This design comes from an exercise in tuning for a short achievable clock period and few clock cycles on the open sky130 flow, not from production work. Only simulation tests tie the RTL to the original design; equivalence was not proved.

==> flow/run.sh <==
#!/bin/bash
set -euo pipefail
bash standard.sh finish SETUP_SLACK_MARGIN=6 TNS_END_PERCENT=20 > standard_flow.log 2>&1
==> standard.sh <==
#!/bin/bash
# synth_recipe.tcl (not shown) runs the flow's synth.tcl, then flattens the netlist and writes it again
# the make line also repeats each setting of config.mk as NAME=value (left out here)
make -C /OpenROAD-flow-scripts/flow DESIGN_CONFIG=/design/flow/config.mk WORK_HOME=/design/flow/orfs CLKGATE_MAP_FILE= SYNTH_SCRIPT=/design/flow/synth_recipe.tcl "${@:-finish}"
==> config.mk <==
export PLATFORM = sky130hd
export DESIGN_NAME = arm_core
export DESIGN_NICKNAME = arm_core
export VERILOG_FILES = /design/flow/design.v
export SDC_FILE = /design/flow/constraint.sdc
export NUM_CORES = 4
export LEC_CHECK = 0
export CAP_MARGIN = 20
export CORE_MARGIN = 2
export CORE_UTILIZATION = 40
export PLACE_DENSITY = 0.6
export SLEW_MARGIN = 20
==> constraint.sdc <==
create_clock -name core_clock -period 15.0 [get_ports {clk}]
set_input_delay 3.0000 -clock core_clock [delete_from_list [all_inputs] [get_ports {clk}]]
set_output_delay 3.0000 -clock core_clock [all_outputs]
set_load 0.01 [all_outputs]
==> design.v <==
module arm_core (
    input  wire        clk,
    input  wire        rst,           
    input  wire [31:0] image_end,     
    output wire        mem_req,
    output wire        mem_we,
    output wire [11:0] mem_addr,
    output reg  [31:0] mem_wdata,
    output reg  [3:0]  mem_wstrb,
    input  wire        mem_gnt,
    input  wire [31:0] mem_rdata,
    output wire        done,
    output reg  [1:0]  fault_code,    
    output reg  [31:0] fault_addr,
    output reg  [31:0] fault_word,
    output wire [31:0] pc_out,
    output wire [3:0]  flags,         
    input  wire [3:0]  dbg_sel,
    output wire [31:0] dbg_data
);
    function [32:0] add32;
        input [31:0] a;
        input [31:0] b;
        input        cin;
        reg   [31:0] g, p, gg, pp, gn, pn;
        integer i, d;
        begin
            g  = a & b;
            p  = a ^ b;
            gg = g;
            pp = p;
            gg[0] = g[0] | (p[0] & cin);
            for (d = 1; d < 32; d = d * 2) begin
                gn = gg;
                pn = pp;
                for (i = d; i < 32; i = i + 1) begin
                    gn[i] = gg[i] | (pp[i] & gg[i-d]);
                    pn[i] = pp[i] & pp[i-d];
                end
                gg = gn;
                pp = pn;
            end
            add32[0] = p[0] ^ cin;
            for (i = 1; i < 32; i = i + 1)
                add32[i] = p[i] ^ gg[i-1];
            add32[32] = gg[31];
        end
    endfunction
    function [63:0] csa;
        input [31:0] a;
        input [31:0] b;
        input [31:0] c;
        reg   [31:0] cy;
        begin
            cy  = (a & b) | (a & c) | (b & c);
            csa = {a ^ b ^ c, cy[30:0], 1'b0};
        end
    endfunction
    function [31:0] ror32;
        input [31:0] x;
        input [4:0]  n;
        reg   [31:0] t;
        begin
            t = x;
            if (n[0]) t = {t[0],    t[31:1]};
            if (n[1]) t = {t[1:0],  t[31:2]};
            if (n[2]) t = {t[3:0],  t[31:4]};
            if (n[3]) t = {t[7:0],  t[31:8]};
            if (n[4]) t = {t[15:0], t[31:16]};
            ror32 = t;
        end
    endfunction
    reg [31:0] regs [0:14];
    reg        fN, fZ, fC, fV;
    reg [31:0] pc_r;
    reg        done_r;
    assign done     = done_r;
    assign pc_out   = pc_r;
    assign flags    = {fN, fZ, fC, fV};
    assign dbg_data = (dbg_sel == 4'd15) ? pc_r : regs[dbg_sel];
    reg        f_req;           
    reg [31:0] fpc;             
    reg        m_data;          
    reg        d_flt;           
    reg        d_we;
    reg [11:0] d_addr;
    assign mem_req  = ((f_req & !m_data) | (m_data & !d_flt)) & !done_r;
    assign mem_we   = m_data & d_we;
    assign mem_addr = m_data ? d_addr : fpc[13:2];
    wire f_acc = f_req & !m_data & mem_gnt;
    wire d_acc = m_data & !d_flt & mem_gnt;
    reg        fv;
    reg [31:0] fv_pc;
    reg [31:0] fv_pc4;
    reg [31:0] fv_pc8;
    reg        ld_arr;          
    reg [3:0]  ld_rd;
    reg        ld_byte;
    reg [1:0]  ld_boff;
    reg        ld_pc;           
    reg        d_load;          
    reg        d_ldpc;          
    reg        d_wb;            
    reg [3:0]  d_rn;
    reg [31:0] d_wbval;
    reg [31:0] d_pc;            
    reg [1:0]  d_fcode;
    reg [31:0] d_faddr;
    reg        ld_wb;           
    reg [3:0]  ld_rn;
    reg [31:0] ld_wbval;
    reg [31:0] ld_ipc;
    reg        pcwait;          
    function [4:0] predecode;    
        input [31:0] w;
        reg il, dp, mu, sd, br;
        begin
            il = 1'b0; dp = 1'b0; mu = 1'b0; sd = 1'b0; br = 1'b0;
            if (w[31:28] == 4'b1111) begin
                il = 1'b1;
            end else begin
                case (w[27:25])
                    3'b000, 3'b001: begin
                        if (!w[25] && w[7] && w[4]) begin
                            if (w[24:22] == 3'b000 && w[6:5] == 2'b00) begin
                                if (!w[21] && w[15:12] != 4'd0)
                                    il = 1'b1;
                                else if (w[19:16] == 4'd15 || w[11:8] == 4'd15 || w[3:0] == 4'd15)
                                    il = 1'b1;
                                else if (w[21] && w[15:12] == 4'd15)
                                    il = 1'b1;
                                else
                                    mu = 1'b1;
                            end else begin
                                il = 1'b1;
                            end
                        end else begin
                            if (w[24:23] == 2'b10) begin
                                if (!w[20] || w[15:12] != 4'd0) il = 1'b1;
                            end
                            if ((w[24:21] == 4'b1101 || w[24:21] == 4'b1111) && w[19:16] != 4'd0)
                                il = 1'b1;
                            if (w[15:12] == 4'd15 && w[20])
                                il = 1'b1;
                            if (!w[25] && w[4]) begin
                                if (w[15:12] == 4'd15 || w[19:16] == 4'd15 || w[11:8] == 4'd15 || w[3:0] == 4'd15)
                                    il = 1'b1;
                            end
                            dp = !il;
                        end
                    end
                    3'b010, 3'b011: begin
                        if (w[25] && w[4])
                            il = 1'b1;
                        if (!w[24] && w[21])
                            il = 1'b1;
                        if (w[15:12] == 4'd15 && !(w[20] && !w[22]))
                            il = 1'b1;
                        if ((!w[24] || w[21]) && w[19:16] == 4'd15)
                            il = 1'b1;
                        if ((!w[24] || w[21]) && w[19:16] == w[15:12])
                            il = 1'b1;
                        if (w[25] && w[3:0] == 4'd15)
                            il = 1'b1;
                        sd = !il;
                    end
                    3'b101: br = 1'b1;
                    default: il = 1'b1;
                endcase
            end
            predecode = {il, dp, mu, sd, br};
        end
    endfunction
    wire [4:0]  n_dec   = predecode(mem_rdata);
    wire [32:0] n_tgt_s = add32(fv_pc8, {{6{mem_rdata[23]}}, mem_rdata[23:0], 2'b00}, 1'b0);
    wire [31:0] n_tgt   = n_tgt_s[31:0];
    wire        n_halt  = (fv_pc >= image_end);
    wire        n_memf  = (fv_pc[31:14] != 18'd0);
    wire        n_pred  = (mem_rdata[27:25] == 3'b101) && (mem_rdata[31:28] != 4'hF) &&
                          (mem_rdata[31:28] == 4'hE || mem_rdata[23]);
    localparam QW = 32 + 32 + 32 + 32 + 32 + 5 + 3;
    localparam QN = 6;
    reg [QW-1:0]   q [0:QN-1];
    reg [QN-1:0]   qv;
    wire [QW-1:0]  q0 = q[0];
    wire           v0 = qv[0];
    wire [QW-1:0] n_ent = {mem_rdata, fv_pc, fv_pc4, fv_pc8, n_tgt, n_dec, n_pred, n_halt, n_memf};
    wire [31:0] ir      = q0[QW-1 -: 32];
    wire [31:0] e_pc    = q0[QW-33 -: 32];
    wire [31:0] e_pc4   = q0[QW-65 -: 32];
    wire [31:0] e_pc8   = q0[QW-97 -: 32];
    wire [31:0] e_tgt   = q0[QW-129 -: 32];
    wire        e_ill   = q0[7];
    wire        e_isdp  = q0[6];
    wire        e_ismul = q0[5];
    wire        e_issdt = q0[4];
    wire        e_isbr  = q0[3];
    wire        e_pred  = q0[2];
    wire        e_halt  = q0[1];
    wire        e_memf  = q0[0];
    wire [3:0] cond   = ir[31:28];
    wire [3:0] opcode = ir[24:21];
    wire       sbit   = ir[20];
    wire [3:0] f_rn   = ir[19:16];
    wire [3:0] f_rd   = ir[15:12];
    wire [3:0] f_rs   = ir[11:8];
    wire [3:0] f_rm   = ir[3:0];
    wire [4:0] shamt  = ir[11:7];
    wire [1:0] stype  = ir[6:5];
    wire [31:0] rn_val = (f_rn == 4'd15) ? e_pc8 : regs[f_rn];
    wire [31:0] rm_val = (f_rm == 4'd15) ? e_pc8 : regs[f_rm];
    wire [31:0] rs_val = regs[f_rs];
    wire [31:0] rd_val = (f_rd == 4'd15) ? e_pc8 : regs[f_rd];
    wire [3:0]  m_rd   = ir[19:16];
    wire [3:0]  m_rn   = ir[15:12];
    reg cond_pass;
    always @* begin
        case (cond)
            4'h0: cond_pass = fZ;
            4'h1: cond_pass = !fZ;
            4'h2: cond_pass = fC;
            4'h3: cond_pass = !fC;
            4'h4: cond_pass = fN;
            4'h5: cond_pass = !fN;
            4'h6: cond_pass = fV;
            4'h7: cond_pass = !fV;
            4'h8: cond_pass = fC && !fZ;
            4'h9: cond_pass = !fC || fZ;
            4'hA: cond_pass = (fN == fV);
            4'hB: cond_pass = (fN != fV);
            4'hC: cond_pass = !fZ && (fN == fV);
            4'hD: cond_pass = fZ || (fN != fV);
            default: cond_pass = 1'b1;
        endcase
    end
    reg        busy2;
    reg [7:0]  rs_amt;          
    reg [31:0] mul_s, mul_c;    
    wire        reg_shift = e_isdp && !ir[25] && ir[4];
    reg  [4:0]  sh_n;           
    reg         sh_zero;        
    reg         sh_rrx;
    reg         sh_big;         
    reg         sh_rm32;        
    reg  [31:0] sh_val;
    reg         sh_c;
    always @* begin
        sh_zero = 1'b0;
        sh_rrx  = 1'b0;
        sh_big  = 1'b0;
        sh_rm32 = 1'b0;
        if (reg_shift) begin
            sh_n    = rs_amt[4:0];
            sh_zero = (rs_amt == 8'd0);
            if (stype == 2'b11)
                sh_rm32 = (rs_amt[4:0] == 5'd0) && !sh_zero;
            else
                sh_big  = (rs_amt[7:5] != 3'd0);
        end else begin
            sh_n = shamt;
            if (shamt == 5'd0) begin
                case (stype)
                    2'b00: sh_zero = 1'b1;
                    2'b11: sh_rrx  = 1'b1;
                    default: sh_big = 1'b1;    
                endcase
            end
        end
    end
    wire [4:0]  sh_rot  = (stype == 2'b00) ? (5'd0 - sh_n) : sh_n;
    wire [31:0] sh_r    = ror32(rm_val, sh_rot);
    wire [31:0] mask_r  = 32'hFFFF_FFFF >> sh_n;
    wire [31:0] mask_l  = 32'hFFFF_FFFF << sh_n;
    wire        sh_is32 = reg_shift ? (rs_amt == 8'd32) : 1'b1;
    always @* begin
        if (sh_zero) begin
            sh_val = rm_val;
            sh_c   = fC;
        end else if (sh_rrx) begin
            sh_val = {fC, rm_val[31:1]};
            sh_c   = rm_val[0];
        end else if (sh_rm32) begin
            sh_val = rm_val;
            sh_c   = rm_val[31];
        end else if (sh_big) begin
            case (stype)
                2'b00:   begin sh_val = 32'd0; sh_c = sh_is32 & rm_val[0]; end
                2'b01:   begin sh_val = 32'd0; sh_c = sh_is32 & rm_val[31]; end
                default: begin sh_val = {32{rm_val[31]}}; sh_c = rm_val[31]; end
            endcase
        end else begin
            case (stype)
                2'b00:   begin sh_val = sh_r & mask_l; sh_c = sh_r[0]; end
                2'b01:   begin sh_val = sh_r & mask_r; sh_c = sh_r[31]; end
                2'b10:   begin sh_val = (sh_r & mask_r) | ({32{rm_val[31]}} & ~mask_r); sh_c = sh_r[31]; end
                default: begin sh_val = sh_r; sh_c = sh_r[31]; end
            endcase
        end
    end
    wire [31:0] imm_val = ror32({24'd0, ir[7:0]}, {ir[11:8], 1'b0});
    wire        imm_c   = (ir[11:8] == 4'd0) ? fC : imm_val[31];
    wire [31:0] op2   = ir[25] ? imm_val : sh_val;
    wire        op2_c = ir[25] ? imm_c   : sh_c;
    wire op_rev = (opcode == 4'b0011) || (opcode == 4'b0111);            
    wire op_sub = (opcode == 4'b0010) || (opcode == 4'b0110) || (opcode == 4'b1010);  
    wire op_cf  = (opcode == 4'b0101) || (opcode == 4'b0110) || (opcode == 4'b0111);  
    wire arith  = (opcode[3:2] == 2'b00 && opcode[1:0] != 2'b00 && opcode != 4'b0001) ||
                  (opcode[3:2] == 2'b01) || (opcode == 4'b1010) || (opcode == 4'b1011);
    wire [31:0] add_x   = op_rev ? op2 : rn_val;
    wire [31:0] add_y   = op_rev ? ~rn_val : (op_sub ? ~op2 : op2);
    wire        add_cin = op_cf ? fC : (op_rev | op_sub);
    wire [32:0] add_sum = add32(add_x, add_y, add_cin);
    wire        add_v   = (add_x[31] == add_y[31]) && (add_sum[31] != add_x[31]);
    reg  [31:0] alu_r;
    always @* begin
        case (opcode)
            4'b0000, 4'b1000: alu_r = rn_val & op2;
            4'b0001, 4'b1001: alu_r = rn_val ^ op2;
            4'b1100:          alu_r = rn_val | op2;
            4'b1101:          alu_r = op2;
            4'b1110:          alu_r = rn_val & ~op2;
            4'b1111:          alu_r = ~op2;
            default:          alu_r = add_sum[31:0];
        endcase
    end
    wire dp_writes = (opcode[3:2] != 2'b10);
    reg [31:0] mr0 [0:32];
    reg [31:0] mr1 [0:21];
    reg [31:0] mr2 [0:14];
    reg [31:0] mr3 [0:9];
    reg [31:0] mr4 [0:6];
    reg [31:0] mr5 [0:4];
    reg [31:0] mr6 [0:3];
    reg [31:0] mr7 [0:2];
    reg [31:0] mr8 [0:1];
    integer mi;
    always @* begin
        for (mi = 0; mi < 32; mi = mi + 1)
            mr0[mi] = rs_val[mi] ? (rm_val << mi) : 32'd0;
        mr0[32] = ir[21] ? regs[m_rn] : 32'd0;
        for (mi = 0; mi < 11; mi = mi + 1)
            {mr1[2*mi], mr1[2*mi+1]} = csa(mr0[3*mi], mr0[3*mi+1], mr0[3*mi+2]);
        for (mi = 0; mi < 7; mi = mi + 1)
            {mr2[2*mi], mr2[2*mi+1]} = csa(mr1[3*mi], mr1[3*mi+1], mr1[3*mi+2]);
        mr2[14] = mr1[21];
        for (mi = 0; mi < 5; mi = mi + 1)
            {mr3[2*mi], mr3[2*mi+1]} = csa(mr2[3*mi], mr2[3*mi+1], mr2[3*mi+2]);
        for (mi = 0; mi < 3; mi = mi + 1)
            {mr4[2*mi], mr4[2*mi+1]} = csa(mr3[3*mi], mr3[3*mi+1], mr3[3*mi+2]);
        mr4[6] = mr3[9];
        for (mi = 0; mi < 2; mi = mi + 1)
            {mr5[2*mi], mr5[2*mi+1]} = csa(mr4[3*mi], mr4[3*mi+1], mr4[3*mi+2]);
        mr5[4] = mr4[6];
        {mr6[0], mr6[1]} = csa(mr5[0], mr5[1], mr5[2]);
        mr6[2] = mr5[3];
        mr6[3] = mr5[4];
        {mr7[0], mr7[1]} = csa(mr6[0], mr6[1], mr6[2]);
        mr7[2] = mr6[3];
        {mr8[0], mr8[1]} = csa(mr7[0], mr7[1], mr7[2]);
    end
    wire [32:0] mul_sum = add32(mul_s, mul_c, 1'b0);
    wire [31:0] mul_r   = mul_sum[31:0];
    wire [31:0] sdt_off  = ir[25] ? sh_val : {20'd0, ir[11:0]};
    wire [32:0] sdt_sum  = add32(rn_val, ir[23] ? sdt_off : ~sdt_off, !ir[23]);
    wire [31:0] sdt_oadr = sdt_sum[31:0];
    wire [31:0] sdt_addr = ir[24] ? sdt_oadr : rn_val;
    wire        sdt_wb   = !ir[24] || ir[21];
    wire        sdt_mis  = !ir[22] && (sdt_addr[1:0] != 2'b00);
    wire        sdt_oob  = (sdt_addr[31:14] != 18'd0);
    wire rd_rn = (e_isdp && opcode != 4'b1101 && opcode != 4'b1111) || e_issdt;
    wire rd_rm = (e_isdp && !ir[25]) || (e_issdt && ir[25]) || e_ismul;
    wire rd_rs = reg_shift || e_ismul;
    wire rd_rd = (e_issdt && !ir[20]) || (e_ismul && ir[21]);
    wire ld_hz = ld_arr && !ld_pc &&
                 ((rd_rn && f_rn == ld_rd) || (rd_rm && f_rm == ld_rd) ||
                  (rd_rs && f_rs == ld_rd) || (rd_rd && f_rd == ld_rd));
    wire smc;
    wire [3:0] wr_idx = e_ismul ? m_rd : (e_isbr ? 4'd14 : f_rd);
    wire       wr_any = (e_isdp && dp_writes) || e_ismul || (e_isbr && ir[24]);
    wire md_hz = (d_load && ((rd_rn && f_rn == ld_rd) || (rd_rm && f_rm == ld_rd) ||
                             (rd_rs && f_rs == ld_rd) || (rd_rd && f_rd == ld_rd) ||
                             (wr_any && wr_idx == ld_rd))) ||
                 (d_wb && ((rd_rn && f_rn == d_rn) || (rd_rm && f_rm == d_rn) ||
                           (rd_rs && f_rs == d_rn) || (rd_rd && f_rd == d_rn) ||
                           (wr_any && wr_idx == d_rn)));
    wire md_ok = !d_flt && !smc && !e_issdt && !e_halt && !e_memf && !e_ill &&
                 !(e_isdp && dp_writes && f_rd == 4'd15) && !md_hz;
    wire e_ok   = v0 && (!m_data || md_ok) && !pcwait && !ld_hz && !done_r;
    wire e_run  = e_ok && !e_halt && !e_memf && !e_ill && cond_pass;
    wire e_two  = e_ismul || reg_shift;
    wire e_first = e_run && e_two && !busy2;
    wire e_go   = e_ok && !e_first;         
    wire e_ex   = e_go && !e_halt && !e_memf && !e_ill && cond_pass;
    wire e_br_t = e_ex && e_isbr;
    wire e_dppc = e_ex && e_isdp && dp_writes && (f_rd == 4'd15);
    wire e_dppc_mis = alu_r[1:0] != 2'b00;
    wire e_sdt  = e_ex && e_issdt;
    wire e_ldpc = e_sdt && ir[20] && (f_rd == 4'd15);
    wire e_mis  = e_go && !e_halt && !e_memf && !e_ill && (e_br_t != e_pred);
    reg q_hit;
    integer qi;
    always @* begin
        q_hit = 1'b0;
        for (qi = 0; qi < QN; qi = qi + 1)
            if (qv[qi] && q[qi][QW-33-18 -: 12] == d_addr) q_hit = 1'b1;
    end
    assign smc = m_data && d_we && !d_flt &&
               (q_hit || (fv && fv_pc[13:2] == d_addr));
    wire [31:0] ld_word = mem_rdata;
    reg  [31:0] ld_val;
    always @* begin
        if (ld_byte) begin
            case (ld_boff)
                2'd0: ld_val = {24'd0, ld_word[7:0]};
                2'd1: ld_val = {24'd0, ld_word[15:8]};
                2'd2: ld_val = {24'd0, ld_word[23:16]};
                default: ld_val = {24'd0, ld_word[31:24]};
            endcase
        end else begin
            ld_val = ld_word;
        end
    end
    wire ldpc_done = ld_arr && ld_pc;
    wire ldpc_mis  = ld_word[1:0] != 2'b00;
    wire end_halt = e_go && e_halt;
    wire end_memf = e_go && !e_halt && e_memf;
    wire end_ill  = e_go && !e_halt && !e_memf && e_ill;
    wire end_dpal = e_dppc && e_dppc_mis;
    wire end_sdt  = m_data && d_flt;
    wire end_ldpc = ldpc_done && ldpc_mis;
    wire done_n   = end_halt || end_memf || end_ill || end_dpal || end_sdt || end_ldpc;
    wire        redir = e_mis || e_dppc || e_ldpc || smc || ldpc_done;
    reg  [31:0] redir_pc;
    always @* begin
        if (ldpc_done)       redir_pc = ld_word;
        else if (smc)        redir_pc = pc_r;
        else if (e_dppc)     redir_pc = alu_r;
        else if (e_br_t)     redir_pc = e_tgt;
        else                 redir_pc = e_pc4;
    end
    wire dpred = fv && n_pred && !redir;
    wire e_issue = e_sdt;
    wire       consume = e_go;
    reg  [3:0] cnt;
    always @* begin
        cnt = 4'd0;
        for (qi = 0; qi < QN; qi = qi + 1)
            cnt = cnt + {3'd0, qv[qi]};
    end
    wire [3:0] cnt_aft = cnt - {3'd0, consume};
    wire       enq     = fv && !redir;
    wire [3:0] cnt_nx  = redir ? 4'd0 : (cnt_aft + {3'd0, enq});
    wire       fv_nx   = f_acc && !redir && !dpred;
    wire       mdata_nx = e_issue || (m_data && !d_flt && !mem_gnt);
    wire       pcwait_nx = e_ldpc ? 1'b1 : (ldpc_done ? 1'b0 : pcwait);
    wire       room    = (cnt_nx + {3'd0, fv_nx}) <= (QN - 1);
    wire       freq_nx = !mdata_nx && !pcwait_nx && room;
    reg [31:0] fpc_nx;
    always @* begin
        if (redir)      fpc_nx = redir_pc;
        else if (dpred) fpc_nx = n_tgt;
        else if (f_acc) fpc_nx = fpc + 32'd4;
        else            fpc_nx = fpc;
    end
    reg        we_e;
    reg [3:0]  we_idx;
    reg [31:0] we_val;
    always @* begin
        we_e   = 1'b0;
        we_idx = f_rd;
        we_val = alu_r;
        if (e_ex) begin
            if (e_isdp) begin
                we_e   = dp_writes && (f_rd != 4'd15);
                we_idx = f_rd;
                we_val = alu_r;
            end else if (e_ismul) begin
                we_e   = 1'b1;
                we_idx = m_rd;
                we_val = mul_r;
            end else if (e_isbr) begin
                we_e   = ir[24];
                we_idx = 4'd14;
                we_val = e_pc4;
            end
        end
    end
    reg        wl_e;
    reg [3:0]  wl_idx;
    reg [31:0] wl_val;
    always @* begin
        wl_e   = 1'b0;
        wl_idx = ld_rd;
        wl_val = ld_val;
        if (ld_arr) begin
            if (ld_pc) begin
                wl_e   = ld_wb && !ldpc_mis;
                wl_idx = ld_rn;
                wl_val = ld_wbval;
            end else begin
                wl_e   = 1'b1;
                wl_idx = ld_rd;
                wl_val = ld_val;
            end
        end else if (m_data && !d_flt && !d_ldpc && d_acc) begin
            wl_e   = d_wb;
            wl_idx = d_rn;
            wl_val = d_wbval;
        end
    end
    integer i;
    always @(posedge clk) begin
        if (rst) begin
            for (i = 0; i < 15; i = i + 1)
                regs[i] <= 32'd0;
        end else begin
            for (i = 0; i < 15; i = i + 1) begin
                if (we_e && we_idx == i)
                    regs[i] <= we_val;
                else if (wl_e && wl_idx == i)
                    regs[i] <= wl_val;
            end
        end
    end
    always @(posedge clk) begin
        if (rst) begin
            fN <= 1'b0; fZ <= 1'b0; fC <= 1'b0; fV <= 1'b0;
        end else if (e_ex && sbit) begin
            if (e_isdp) begin
                fN <= alu_r[31];
                fZ <= (alu_r == 32'd0);
                if (arith) begin
                    fC <= add_sum[32];
                    fV <= add_v;
                end else begin
                    fC <= op2_c;
                end
            end else if (e_ismul) begin
                fN <= mul_r[31];
                fZ <= (mul_r == 32'd0);
            end
        end
    end
    always @(posedge clk) begin
        if (rst) begin
            busy2  <= 1'b0;
            rs_amt <= 8'd0;
            mul_s  <= 32'd0;
            mul_c  <= 32'd0;
        end else begin
            if (e_first) begin
                busy2  <= 1'b1;
                rs_amt <= rs_val[7:0];
                mul_s  <= mr8[0];
                mul_c  <= mr8[1];
            end else if (e_go) begin
                busy2  <= 1'b0;
            end
        end
    end
    always @(posedge clk) begin
        if (rst) begin
            pc_r       <= 32'd0;
            done_r     <= 1'b0;
            fault_code <= 2'd0;
            fault_addr <= 32'd0;
            fault_word <= 32'd0;
        end else begin
            if (done_n) done_r <= 1'b1;
            if (end_sdt) begin
                fault_code <= d_fcode;
                fault_addr <= d_faddr;
            end else if (end_ldpc) begin
                fault_code <= 2'd3;
                fault_addr <= ld_word;
            end else if (end_halt) begin
                fault_code <= 2'd0;
            end else if (end_memf) begin
                fault_code <= 2'd2;
                fault_addr <= e_pc;
            end else if (end_ill) begin
                fault_code <= 2'd1;
                fault_addr <= e_pc;
                fault_word <= ir;
            end else if (end_dpal) begin
                fault_code <= 2'd3;
                fault_addr <= alu_r;
            end
            if (end_sdt)
                pc_r <= d_pc;
            else if (ldpc_done && !ldpc_mis)
                pc_r <= ld_word;
            else if (e_go && !done_n) begin
                if (e_dppc)       pc_r <= alu_r;
                else if (e_br_t)  pc_r <= e_tgt;
                else if (!e_ldpc) pc_r <= e_pc4;
            end
        end
    end
    always @(posedge clk) begin
        if (rst) begin
            f_req     <= 1'b1;
            fpc       <= 32'd0;
            m_data    <= 1'b0;
            d_flt     <= 1'b0;
            d_we      <= 1'b0;
            d_addr    <= 12'd0;
            mem_wdata <= 32'd0;
            mem_wstrb <= 4'd0;
            fv        <= 1'b0;
            fv_pc     <= 32'd0;
            fv_pc4    <= 32'd4;
            fv_pc8    <= 32'd8;
            ld_arr    <= 1'b0;
            ld_rd     <= 4'd0;
            ld_byte   <= 1'b0;
            ld_boff   <= 2'd0;
            ld_pc     <= 1'b0;
            d_load    <= 1'b0;
            d_ldpc    <= 1'b0;
            d_wb      <= 1'b0;
            d_rn      <= 4'd0;
            d_wbval   <= 32'd0;
            d_pc      <= 32'd0;
            d_fcode   <= 2'd0;
            d_faddr   <= 32'd0;
            ld_wb     <= 1'b0;
            ld_rn     <= 4'd0;
            ld_wbval  <= 32'd0;
            ld_ipc    <= 32'd0;
            pcwait    <= 1'b0;
            qv <= {QN{1'b0}};
            for (qi = 0; qi < QN; qi = qi + 1)
                q[qi] <= {QW{1'b0}};
        end else begin
            f_req  <= freq_nx;
            fpc    <= fpc_nx;
            fv     <= fv_nx;
            fv_pc  <= fpc;
            fv_pc4 <= fpc + 32'd4;
            fv_pc8 <= fpc + 32'd8;
            m_data <= mdata_nx;
            pcwait <= pcwait_nx;
            ld_arr <= d_acc && d_load;
            if (d_acc) begin
                ld_pc    <= d_ldpc;
                ld_wb    <= d_wb;
                ld_rn    <= d_rn;
                ld_wbval <= d_wbval;
            end
            if (e_issue) begin
                d_flt     <= sdt_mis || sdt_oob;
                d_fcode   <= sdt_mis ? 2'd3 : 2'd2;
                d_faddr   <= sdt_addr;
                d_pc      <= e_pc;
                d_we      <= !ir[20];
                d_addr    <= sdt_addr[13:2];
                d_load    <= ir[20];
                d_ldpc    <= e_ldpc;
                d_wb      <= sdt_wb;
                d_rn      <= f_rn;
                d_wbval   <= sdt_oadr;
                ld_rd     <= f_rd;
                ld_byte   <= ir[22];
                ld_boff   <= sdt_addr[1:0];
                if (ir[22]) begin
                    mem_wdata <= {4{rd_val[7:0]}};
                    mem_wstrb <= 4'b0001 << sdt_addr[1:0];
                end else begin
                    mem_wdata <= rd_val;
                    mem_wstrb <= 4'b1111;
                end
            end
            if (redir) begin
                qv <= {QN{1'b0}};
            end else begin
                for (qi = 0; qi < QN; qi = qi + 1) begin
                    if (enq && cnt_aft == qi) begin
                        q[qi]  <= n_ent;
                        qv[qi] <= 1'b1;
                    end else if (consume) begin
                        if (qi < QN - 1) begin
                            q[qi]  <= q[qi+1];
                            qv[qi] <= qv[qi+1];
                        end else begin
                            qv[qi] <= 1'b0;
                        end
                    end
                end
            end
        end
    end
endmodule
==> results of run 1 <==
## cell usage in the layout, fill, tap and decap left out, types with 47 or more instances in the layout
cell type        netlist  layout
a311oi_1             801     793
and2_1                86      76
nor2b_1              498     493
nor2_1              2090    1986
nand3b_1              51      51
and3_1               102      98
a21o_1                83      77
o211ai_1             101     101
mux2i_1              278     274
nand2b_1             124     116
nor2_4                 0      72
fa_1                 445     444
mux2_2                72      71
clkbuf_1            1358      49
o21ai_0              376     365
buf_6                 37      47
a21oi_1             1027     993
a222oi_1             126     126
a31oi_1              107      87
o22ai_1              204     176
dfxtp_1             1939    1918
xor2_1                87      80
diode_2                0     116
nand3_1              269     256
nand4_1              169     169
a221oi_1              83      76
a22o_1                52      52
a211oi_1            1093    1082
a22oi_1              665     663
clkdlybuf4s50_1        0     249
clkbuf_8               0      59
buf_12                 3      56
buf_4                 43     615
inv_1                578     572
clkbuf_16              0     236
xnor2_1              311     300
nor3_1               182     157
ha_1                 305     304
nand2_1             2913    2900
## worst min path at each step
stage / to / slack [ns] / cells after the start
finish: q[3][12]$_SDFFE_PP0P_ / 0.43 / 2
global route: q[3][12]$_SDFFE_PP0P_ / 0.45 / 2
CTS: q[3][12]$_SDFFE_PP0P_ / 0.43 / 2
detailed placement: q[5][104]$_SDFFE_PP0P_ / 0.45 / 2
global placement: d_pc[31]$_SDFFE_PP0N_ / 0.44 / 2
floorplan: fault_word[26]$_SDFFE_PP0P_ / 0.43 / 2
## layer usage
layer | vias to the layer above | track usage
li1 | 62340 | -
met5 | - | 0.03040
met2 | 12440 | 0.6436
met3 | 4017 | 0.2144
met1 | 73510 | 0.5587
met4 | 58 | 0.4413
## registers in the layout (all words and copies together) (netlist names), 4 cells and up
name and count:
q 966, regs 480, d_faddr 32, d_pc 32
d_wbval 32, fault_addr 32, fault_word 32, fpc 32
fv_pc8 32, ld_wbval 32, mem_wdata 32, mul_s 32
pc_r 32, fv_pc4 30, fv_pc 29, mul_c 29
rs_amt 8, qv 6, d_rn 4, ld_rd 4
ld_rn 4, mem_wstrb 4
## per-stage QoR
step                      instances  instance area [µm²]  hold slack (ns)
final                         21960               154000           0.4251
after CTS                     21760               151600           0.4349
after floorplan               17600               134800           0.4321
after global placement        21260               142000           0.4406
after global routing          21880               153800           0.4451
after detailed placement      21270               142200           0.4465
## cell type report
| class | instances | area (µm²) | area share |
|---|---|---|---|
| diodes | 116 | 290.3 | 0.001885 |
| clock buffers | 336 | 6701 | 0.04351 |
| clock inverters | 81 | 1126 | 0.007312 |
| inverters | 584 | 2210 | 0.01435 |
| multi-input cells | 13370 | 89330 | 0.5800 |
| flip-flops and latches | 1939 | 38870 | 0.2524 |
| well taps | 4515 | 5649 | 0.03668 |
| repair buffers | 1019 | 9839 | 0.06389 |
## logic make-up after synthesis
kind of cell / after synthesis / synth area share
simple gates: 6665 / 0.2140
xor+xnor: 399 / 0.02598
mux: 397 / 0.03408
compound gates: 5149 / 0.2740
fa+ha+maj: 750 / 0.09440
buf+inv: 2302 / 0.06960
flops: 1939 / 0.2880
## worst max-delay path, stage by stage
cell	delay, ns
clkdlybuf4s50_1	0.56
nand2b_1	0.36
nor3_2	0.17
buf_4	0.40
buf_6	0.43
a22oi_1	0.16
nand3_1	0.16
nor2_1	0.07
nor2_2	0.47
clkdlybuf4s50_1	0.64
## what timing repair did
action,4_1_cts,5_1_grt
pin swaps,22,34
hold endpoints to repair,0,0
cloned,13,12
endpoints found under the setup margin,555,580
resized for setup,152,249
buffers inserted,64,60
==> metrics.cfg, run 1 <==
[clocking]
cts_hold_buf = 0
numCtsBuffers = 227
max-clock-path-buffers = 4
clock_sinks = 1939
cts-htree-levels = 4
cts_tree = built
insertion_delay_ns = 1.05
clkSlewWorstSetupHoldPaths_ns = 0.06
cts_root_buf = clkbuf_16

[die]
die-area_um2 = 341600
die_height_um = 584.5
num_rows = 213
core-area_um2 = 336100
ioPinCount = 256
dieWidth_um = 584.5
start_util = 0.4011

[worst_setup_path]
r2r_slack_ns = 5.82
reg2reg_from = q[0][106]$_SDFFE_PP0P_
crit_required_ns = 12.00
path_max_fanout = 17
worstSetupEndpoint = dbg_data[31]
cp.arrival_ns = 6.45
criticalPathCategory = input port to output port
r2r_cells = 20
startpoint_type = input port
critical_path.endpoint_type = output port
crit_start = dbg_sel[1]
rr_endpoint = q[0][141]$_SDFFE_PP0P_

[sta]
grt_setup_unrepaired = true
max_freq_mhz = 105.8
fin_crit_ns = 9.451
fin_skew_ns = 0.1081
worst_pin_slew_ns = 1.529
post-route-period-util = 0.6300
maxSlewViolCount = 2
fin_setup_tns_ns = 0
hold_viol = 0
max_slew_margin = -0.01913
finalSetupViolCount = 0
setup_ws_ns = 5.549

[route]
wl_met2_um = 328200
drc = 0
drt-total-wl_um = 853300
route.vias.total = 152400
drtIter0Drc = 27380
wl_per_cell_um = 38.86
wl_met3_um = 116500
drtPass1Iterations = 17
via_per_inst = 6.939
ant_nets = 0
wl_met1_um = 306600
top_layer = met5

[final_layout]
layout.nets = 17960
fill_cells = 33390
area_growth_pct = 14.26
utilization = 0.4583
drive_above_1_share = 0.1051

[worst_hold_path]
hold_class = register to register
hp-start = q[4][12]$_SDFFE_PP0P_

[status]
status = failed layout checks
check-failures = max-capacitance violations, max-slew violations

[job]
cap_viol_max_count = 1

[logic_synthesis]
yosysMostFrequentCell = nand2_1
synthFlopType = dfxtp_1
netlist.top_cell.by_area = dfxtp_1
syn_area_per_cell_um2 = 7.658
synth_area_um2 = 134800
synth_seq_cells = 1939
synth_cells = 17600
synthesis.nets = 18420
yosysSeqAreaShare = 0.2880
yosysWarnings = 12
synth-edff-count = 0
ys_async_sr_fraction = 0
synth_common_cells = nand2_1 (2913), nor2_1 (2090), dfxtp_1 (1939), clkbuf_1 (1358), a211oi_1 (1093)
ys_types = 125
ys_top_cells_by_area = dfxtp_1 (29%), nand2_1 (8.1%), fa_1 (6.6%), a211oi_1 (6.1%), nor2_1 (5.8%)
synth_top_cell_area_share = 0.2880

[placement]
gp_congestion = 1.143
preCtsSetupSlack_ns = 3.942
hpwl_um = 585000
io_buffer_count = 255

[global_routing]
grt_pass1_vias = 136200
grt_first_pass_wirelength_um = 1152000
grt_max_degree = 229
grt-ovfl-total = 0
antenna_found_initial = 108
grt_usage = 0.4783

Testbench counts, summed over its fixed seeds: cycles 59,238.
==> run 2: changes to the inputs <==
==> run.sh (new file) <==
#!/bin/bash
# synth_recipe.tcl (not shown) runs the flow's synth.tcl, then flattens the netlist and writes it again
# the make line also repeats each setting of config.mk as NAME=value (left out here)
make -C /OpenROAD-flow-scripts/flow DESIGN_CONFIG=/design/flow/config.mk WORK_HOME=/design/flow/orfs CLKGATE_MAP_FILE= SYNTH_SCRIPT=/design/flow/synth_recipe.tcl finish
--- a/config.mk
+++ b/config.mk
@@ -6,7 +6,8 @@
 export NUM_CORES = 4
 export LEC_CHECK = 0
-export CAP_MARGIN = 20
+export CAP_MARGIN = 30
 export CORE_MARGIN = 2
 export CORE_UTILIZATION = 40
 export PLACE_DENSITY = 0.6
-export SLEW_MARGIN = 20
+export SETUP_SLACK_MARGIN = 5
+export SLEW_MARGIN = 30
removed: flow/run.sh
removed: standard.sh
==> metrics.cfg, run 2 <==
[status]
status = timing/DRC/antenna clean

[worst_setup_path]
slowest_stage = nand4_1
startpoint_type = register
cp_top_family = adder cells
path_max_fanout = 19  ; +2
reg2reg_from = q[0][147]$_SDFFE_PP0P_
rr_endpoint = mul_s[31]$_SDFFE_PP0P_
critical_path.endpoint_type = register
cp.arrival_ns = 10.94  ; +4.49 ns
criticalPathCategory = register to register
r2r_cells = 28  ; +40%
cp_common_cell = xnor2_1
crit_required_ns = 15.82  ; +3.82 ns
cp_num_buf_inv = 4  ; unchanged
r2r_slack_ns = 4.88  ; -0.94 ns
slowest_delay_ns = 1.06  ; +0.42 ns

[sta]
setup_ws_ns = 4.876  ; -0.6733 ns
max_slew_margin = 0.07879  ; +0.09792
grt_setup_unrepaired = false
max_freq_mhz = 98.78  ; -6.7%
post-route-period-util = 0.6749  ; +0.04489
fin_setup_tns_ns = 0  ; unchanged
worst_pin_slew_ns = 1.378  ; -0.1510 ns
hold_viol = 0  ; unchanged
finalSetupViolCount = 0  ; unchanged
fin_crit_ns = 10.12  ; +0.6733 ns
fin_skew_ns = 0.07323  ; -0.03490 ns
maxSlewViolCount = 0  ; -2

[die]
ioPinCount = 256  ; unchanged
core-area_um2 = 336100  ; unchanged
start_util = 0.4011  ; unchanged
dieWidth_um = 584.5  ; unchanged
die-area_um2 = 341600  ; unchanged
num_rows = 213  ; unchanged
die_height_um = 584.5  ; unchanged

[route]
drtPass1Iterations = 17  ; unchanged
via_per_inst = 6.927  ; -0.18%
drc = 0  ; unchanged
wl_per_cell_um = 38.52  ; -0.89%
ant_nets = 0  ; unchanged
route.vias.total = 151200  ; -0.74%
drtIter0Drc = 26390  ; -3.6%
drt-total-wl_um = 840900  ; -1.5%

[logic_synthesis]
synth_fa_ha_area_frac = 0.09440  ; unchanged
synth_common_cells = nand2_1 (2913), nor2_1 (2090), dfxtp_1 (1939), clkbuf_1 (1358), a211oi_1 (1093)
yosysWarnings = 12  ; unchanged
ys_types = 125  ; unchanged
yosysSeqAreaShare = 0.2880  ; unchanged
synth_xor_area_frac = 0.02598  ; unchanged
yosysMostFrequentCell = nand2_1
synth_simple_gate_area_frac = 0.2140  ; unchanged
synthesis.nets = 18420  ; unchanged
synth_top_family_by_area = compound AO/OA/AOI/OAI gates
synth_compound_area_frac = 0.2740  ; unchanged
netlist.top_cell.by_area = dfxtp_1
synth_area_um2 = 134800  ; unchanged
syn_area_per_cell_um2 = 7.658  ; unchanged
synth_seq_cells = 1939  ; unchanged
synthFlopType = dfxtp_1
synth_cells = 17600  ; unchanged
ys_top_cells_by_area = dfxtp_1 (29%), nand2_1 (8.1%), fa_1 (6.6%), a211oi_1 (6.1%), nor2_1 (5.8%)
synthMuxAreaShare = 0.03408  ; unchanged
ys_async_sr_fraction = 0  ; unchanged
synth-edff-count = 0  ; unchanged
synth_top_cell_area_share = 0.2880  ; unchanged

[final_layout]
multi_input_area_um2 = 88710  ; -0.69%
reg_top3 = q: 966 flops, regs: 480 flops
final_cell_mix = nand2_1 (2901), nor2_1 (1999), dfxtp_1 (1918), a211oi_1 (1083), a21oi_1 (1005)
largest-register = q
area_growth_pct = 12.88
drive_above_1_share = 0.09663  ; -0.008419
largest_reg_flops = 966  ; unchanged
utilization = 0.4527  ; -0.005525
layout.nets = 17850  ; -0.59%
fill_cells = 33500  ; +0.34%
ff_latch_area_um2 = 38860  ; about the same
final_common_cell = nand2_1

[placement]
io_buffer_count = 255  ; unchanged
hpwl_um = 585200  ; about the same
preCtsSetupSlack_ns = 4.042  ; +0.1000 ns
gp_congestion = 1.143  ; unchanged

[clocking]
cts_tree = built
cts_root_buf = clkbuf_16
cts-htree-levels = 4  ; unchanged
numCtsBuffers = 227  ; unchanged
clkSlewWorstSetupHoldPaths_ns = 0.08  ; +0.02 ns
max-clock-path-buffers = 4  ; unchanged
cts_hold_buf = 0  ; unchanged
insertion_delay_ns = 1.01  ; -0.04 ns
clock_sinks = 1939  ; unchanged

[worst_hold_path]
hold-path-cell-count = 2  ; unchanged
hold_class = register to register
worstHoldEndpoint = q[5][49]$_SDFFE_PP0P_
hp-start = q[5][49]$_SDFFE_PP0P_

[global_routing]
grt-ovfl-total = 0  ; unchanged
grt_pass1_vias = 135500  ; -0.57%
grt_first_pass_wirelength_um = 1138000  ; -1.3%
antenna_found_initial = 101  ; -6.5%
grt_usage = 0.4719  ; -0.006329
grt_max_degree = 229  ; unchanged

[job]
cap_viol_max_count = 0  ; -1

[run 2: final cells by class]
cell class,instances,area share
multi-input combinational,13360,0.5831
sequential,1939,0.2554
clock buffer,316,0.04396
clock inverter,102,0.009876
tap,4515,0.03713
antenna,97,0.001595
timing repair buffer,916,0.05454
inverter,584,0.01443
[run 2: timing repair]
action / 4_1_cts / 5_1_grt
setup buffers: 16 / 24
endpoints found under the setup margin: 266 / 263
resized for setup: 31 / 54
cloned: 2 / 4
pin swaps: 5 / 11
[run 2: worst max path at each step]
stage	start	end	slack, ns	cells past startpoint
after floorplan	q[0][140]$_SDFFE_PP0P_	regs[8][30]$_SDFFE_PP0P_	6.41	44
after global placement	q[0][139]$_SDFFE_PP0P_	regs[8][30]$_SDFFE_PP0P_	3.99	35
after detailed placement	q[0][140]$_SDFFE_PP0P_	regs[0][31]$_SDFFE_PP0P_	4.04	35
after CTS	q[0][144]$_SDFFE_PP0P_	mul_s[31]$_SDFFE_PP0P_	5.01	31
after global routing	q[0][144]$_SDFFE_PP0P_	regs[14][30]$_SDFFE_PP0P_	5.01	36
final	q[0][147]$_SDFFE_PP0P_	mul_s[31]$_SDFFE_PP0P_	4.88	28
[run 2: worst register-to-register path, delay by kind of cell, from the launching register on]
kind / cells / cell delay, ns
compound gates: 3 / 1.30
xor+xnor: 11 / 1.97
fa+ha+maj: 7 / 3.39
buf+inv: 4 / 1.19
flops: 1 / 0.33
simple gates: 3 / 1.77
[run 2: logic make-up (layout without fill, tap and decap cells)]
family,Yosys count,count (layout)
other,0,97
buffers and inverters,2302,1918
adder cells (fa/ha/maj),750,750
multiplexers,397,397
AND/OR/NAND/NOR,6665,6668
flip-flops,1939,1939
AO/OA/AOI/OAI,5149,5149
XOR/XNOR,399,399
[run 2: through the flow]
stage	hold slack [ns]	area, µm²	instances
final	0.4529	152200	21830
after detailed placement	0.4452	142600	21270
after global routing	0.4686	152000	21760
after CTS	0.4510	151100	21700
after floorplan	0.4321	134800	17600
after global placement	0.4406	142000	21260
[run 2: routing by layer]
layer | GRT usage | vias up | share of wire
met4 | 0.4365 | 59 | 0.12
met3 | 0.2002 | 3885 | 0.13
met2 | 0.6408 | 12260 | 0.39
met1 | 0.5528 | 72950 | 0.36
li1 | - | 62080 | -
met5 | 0.03516 | - | 0.0016

[what the ideal ports hide]
How much do the figures lean on ideal ports? The routed layouts below were timed once more, with nothing changed but the port constraints.
Step 1 (the two cells are an assumption about what drives the block):
set clk [get_ports {clk}]
set_driving_cell -lib_cell sky130_fd_sc_hd__clkbuf_16 $clk
set_driving_cell -lib_cell sky130_fd_sc_hd__buf_2 [delete_from_list [all_inputs] $clk]
Step 2 times the ports against the registers' clock, not the clock port: input delays grow and output delays shrink by t, the midpoint of the rising clock arrivals with the driver on.
Three values: no drivers, after step 1, after step 2; two values: the first two.
| run | t (ns) | setup slack, ns | hold WS [ns] | worst setup path at the end | latest minus earliest clock arrival (ns) |
|---|---|---|---|---|---|
| run 1 | 1.107 | 5.549 / 5.523 / 5.255 | 0.425 / 0.425 / 0.425 | input to register | 0.108 / 0.109 |
| run 2 | 1.087 | 4.876 / 4.853 / 4.853 | 0.453 / 0.453 / 0.453 | input to output | 0.074 / 0.074 |
The setup slack of run 1, which loses most, moves by -0.026 ns with the drivers and by -0.294 ns with both steps.
